Source: an optimization exercise on an open RTL-to-GDS flow (aim: small area, a short achievable clock period and few clock cycles). Production flows keep margins and buffers that such runs may drop.
Only simulation tests tie the RTL to the original design; equivalence was not proved.

==> module pif_fmul, before the edit <==
module pif_fmul (
    input  wire        clk,
    input  wire [31:0] a,
    input  wire [31:0] b,
    output reg  [31:0] y
);
    wire        s  = a[31] ^ b[31];
    wire [7:0]  ea = a[30:23];
    wire [7:0]  eb = b[30:23];
    wire [22:0] fa = a[22:0];
    wire [22:0] fb = b[22:0];
    wire a_nan  = (ea == 8'hFF) && (fa != 0);
    wire b_nan  = (eb == 8'hFF) && (fb != 0);
    wire a_inf  = (ea == 8'hFF) && (fa == 0);
    wire b_inf  = (eb == 8'hFF) && (fb == 0);
    wire a_zero = (a[30:0] == 0);
    wire b_zero = (b[30:0] == 0);
    wire [23:0] ma = {ea != 0, fa};
    wire [23:0] mb = {eb != 0, fb};
    reg [4:0] lza, lzb, tza, tzb;
    integer i;
    always @(*) begin
        lza = 5'd0; lzb = 5'd0; tza = 5'd0; tzb = 5'd0;
        for (i = 0; i < 24; i = i + 1) begin
            if (ma[i]) lza = 23 - i;
            if (mb[i]) lzb = 23 - i;
        end
        for (i = 23; i >= 0; i = i - 1) begin
            if (ma[i]) tza = i;
            if (mb[i]) tzb = i;
        end
    end
    wire signed [10:0] E   = $signed({3'b000, (ea == 0) ? 8'd1 : ea})
                           + $signed({3'b000, (eb == 0) ? 8'd1 : eb}) - 11'sd127;
    wire        [5:0]  lzi1  = {1'b0, lza} + {1'b0, lzb};
    wire               lmode1 = (E >= $signed({5'd0, lzi1}));
    wire signed [10:0] sh1   = lmode1 ? $signed({5'd0, lzi1})
                             : ((E < -11'sd25) ? -11'sd25 : E);
    wire        [10:0] t1    = 11'sd23 - sh1;                  
    wire [47:0] ps, pc;
    pif_mul24_cs u_mul (.a(ma), .b(mb), .s(ps), .c(pc));
    wire [12:0] lo = {1'b0, ps[11:0]} + {1'b0, pc[11:0]};
    reg  [11:0] r_lo;
    reg  [35:0] r_hs, r_hc;
    reg         r_cy;
    reg  [10:0] r_E;
    reg  [5:0]  r_lzi, r_tz, r_t;
    reg         r_lmode;
    reg         r_s, r_nan, r_inf, r_zero;
    always @(posedge clk) begin
        r_lo    <= lo[11:0];
        r_cy    <= lo[12];
        r_hs    <= ps[47:12];
        r_hc    <= pc[47:12];
        r_E     <= E;
        r_lzi   <= lzi1;
        r_t     <= t1[5:0];
        r_lmode <= lmode1;
        r_tz    <= {1'b0, tza} + {1'b0, tzb};
        r_s     <= s;
        r_nan   <= a_nan || b_nan || (a_inf && b_zero) || (b_inf && a_zero);
        r_inf   <= a_inf || b_inf;
        r_zero  <= a_zero || b_zero;
    end
    wire signed [10:0] E2    = r_E;
    wire               lmode = r_lmode;
    wire signed [10:0] eA    = E2 + 11'sd1 - $signed({5'd0, r_lzi});
    wire        [5:0]  t     = r_t;
    wire [35:0] hi = r_hs + r_hc + {35'd0, r_cy};
    wire [47:0] p  = {hi, r_lo};
    wire [48:0] q  = {p, 1'b0};
    wire [48:0] w  = q >> t;
    reg  [25:0] r2_w;
    reg         r2_st0, r2_st1;
    reg  [7:0]  r2_eA;
    reg         r2_ovfA, r2_ovfB, r2_eAge2, r2_lmode, r2_s;
    reg         r2_nan, r2_inf, r2_zero;
    always @(posedge clk) begin
        r2_w     <= w[25:0];
        r2_st0   <= {1'b0, r_tz} < {1'b0, t};
        r2_st1   <= ({1'b0, r_tz} + 7'd1) < {1'b0, t};
        r2_eA    <= eA[7:0];
        r2_ovfA  <= (eA >= 11'sd255);
        r2_ovfB  <= (eA >= 11'sd256);
        r2_eAge2 <= (eA >= 11'sd2);
        r2_lmode <= lmode;
        r2_s     <= r_s;
        r2_nan   <= r_nan;
        r2_inf   <= r_inf;
        r2_zero  <= r_zero;
    end
    wire        extra  = ~r2_w[25] & r2_lmode & r2_eAge2;
    wire [23:0] m_keep = extra ? r2_w[24:1] : r2_w[25:2];
    wire        g      = extra ? r2_w[0] : r2_w[1];
    wire        st     = extra ? r2_st1 : r2_st0;
    wire        rnd    = g & (st | m_keep[0]);
    wire [7:0]  e_field = r2_w[25] ? r2_eA : (extra ? r2_eA - 8'd1 : 8'd0);
    wire        ovf    = r2_w[25] ? r2_ovfA : (extra & r2_ovfB);
    wire [30:0] mag    = {e_field, m_keep[22:0]} + {30'd0, rnd};
    always @(posedge clk) begin
        if (r2_nan)
            y <= 32'h7FC00000;
        else if (r2_inf)
            y <= {r2_s, 8'hFF, 23'd0};
        else if (r2_zero)
            y <= {r2_s, 31'd0};
        else if (ovf)
            y <= {r2_s, 8'hFF, 23'd0};
        else
            y <= {r2_s, mag};
    end
endmodule
Settings: LEC_CHECK=0, CAP_MARGIN=20, CORE_MARGIN=2, CORE_UTILIZATION=60, CTS_CLUSTER_DIAMETER=120, CTS_CLUSTER_SIZE=20, SLEW_MARGIN=20; clock period 22.0 ns.
standard.sh (not shown) runs the stock make flow with config.mk's settings and CLKGATE_MAP_FILE= SYNTH_SCRIPT=/design/flow/synth_recipe.tcl, a recipe that flattens the netlist after the stock synthesis.
==> flow/flow/run.sh <==
#!/bin/bash
# The standard layout (standard.sh, unchanged synthesis and steps), with
# the input and output port buffers that the standard flow inserts made of
# sky130_fd_sc_hd__buf_2 instead of ORFS's default choice. The full output
# of the ORFS run goes to standard.log here; ORFS's per-step logs are under
# orfs/logs/.
set -euo pipefail
export BUFFER_PORTS_ARGS="-buffer_cell sky130_fd_sc_hd__buf_2"
bash standard.sh finish > standard.log 2>&1
Testbench counts at the start, summed over its fixed seeds: cycles 121,046.
Then changed:
--- a/flow/design.v
+++ b/flow/design.v
@@ -267,11 +267,6 @@
     end
     wire signed [10:0] E   = $signed({3'b000, (ea == 0) ? 8'd1 : ea})
                            + $signed({3'b000, (eb == 0) ? 8'd1 : eb}) - 11'sd127;
-    wire        [5:0]  lzi1  = {1'b0, lza} + {1'b0, lzb};
-    wire               lmode1 = (E >= $signed({5'd0, lzi1}));
-    wire signed [10:0] sh1   = lmode1 ? $signed({5'd0, lzi1})
-                             : ((E < -11'sd25) ? -11'sd25 : E);
-    wire        [10:0] t1    = 11'sd23 - sh1;                  
     wire [47:0] ps, pc;
     pif_mul24_cs u_mul (.a(ma), .b(mb), .s(ps), .c(pc));
     wire [12:0] lo = {1'b0, ps[11:0]} + {1'b0, pc[11:0]};
@@ -279,8 +274,7 @@
     reg  [35:0] r_hs, r_hc;
     reg         r_cy;
     reg  [10:0] r_E;
-    reg  [5:0]  r_lzi, r_tz, r_t;
-    reg         r_lmode;
+    reg  [5:0]  r_lzi, r_tz;
     reg         r_s, r_nan, r_inf, r_zero;
     always @(posedge clk) begin
         r_lo    <= lo[11:0];
@@ -288,9 +282,7 @@
         r_hs    <= ps[47:12];
         r_hc    <= pc[47:12];
         r_E     <= E;
-        r_lzi   <= lzi1;
-        r_t     <= t1[5:0];
-        r_lmode <= lmode1;
+        r_lzi   <= {1'b0, lza} + {1'b0, lzb};
         r_tz    <= {1'b0, tza} + {1'b0, tzb};
         r_s     <= s;
         r_nan   <= a_nan || b_nan || (a_inf && b_zero) || (b_inf && a_zero);
@@ -298,9 +290,12 @@
         r_zero  <= a_zero || b_zero;
     end
     wire signed [10:0] E2    = r_E;
-    wire               lmode = r_lmode;
+    wire               lmode = (E2 >= $signed({5'd0, r_lzi}));
+    wire signed [10:0] sh    = lmode ? $signed({5'd0, r_lzi})
+                             : ((E2 < -11'sd25) ? -11'sd25 : E2);
+    wire        [10:0] t_w   = 11'sd23 - sh;                  
     wire signed [10:0] eA    = E2 + 11'sd1 - $signed({5'd0, r_lzi});
-    wire        [5:0]  t     = r_t;
+    wire        [5:0]  t     = t_w[5:0];
     wire [35:0] hi = r_hs + r_hc + {35'd0, r_cy};
     wire [47:0] p  = {hi, r_lo};
     wire [48:0] q  = {p, 1'b0};
Die area is about the same.
Hold slack barely changes.
Count of clock-buffer cells in the layout climbs by 4.
Global-route usage drops by 1.5 points.
Sequential share of layout area drops by 0.23 points.
Cell count drops by about 0.7%.
First-iteration DRC count drops by about 6%.
Routed wire length drops by 3.5%.
Design area barely changes.
Testbench counts after the change, summed over its fixed seeds: cycles 121,046.

static timing again, ports no longer ideal:
Ports are ideal in the flow. The routed layouts listed here were re-timed in OpenROAD. Step 1 sets driving cells, clkbuf_16 on the clock port and buf_2 on the other inputs (assumed; they add their load-dependent delay and slew). Step 2 also shifts input and output timing later by t, the mid clock arrival at the registers, as if the neighbouring blocks saw the same clock. Slacks: no drivers / after step 1 / after step 2; pairs: no drivers / after step 1.
run	t (ns)	slack for setup (ns)	worst setup path at the end	worst data-port slew with drivers (ns)
the first run	0.861	14.960 / 14.960 / 14.960	register to register	0.19
the second run	0.850	16.151 / 16.093 / 16.151	register to register	0.18
After both steps setup and hold are still met in every run listed.
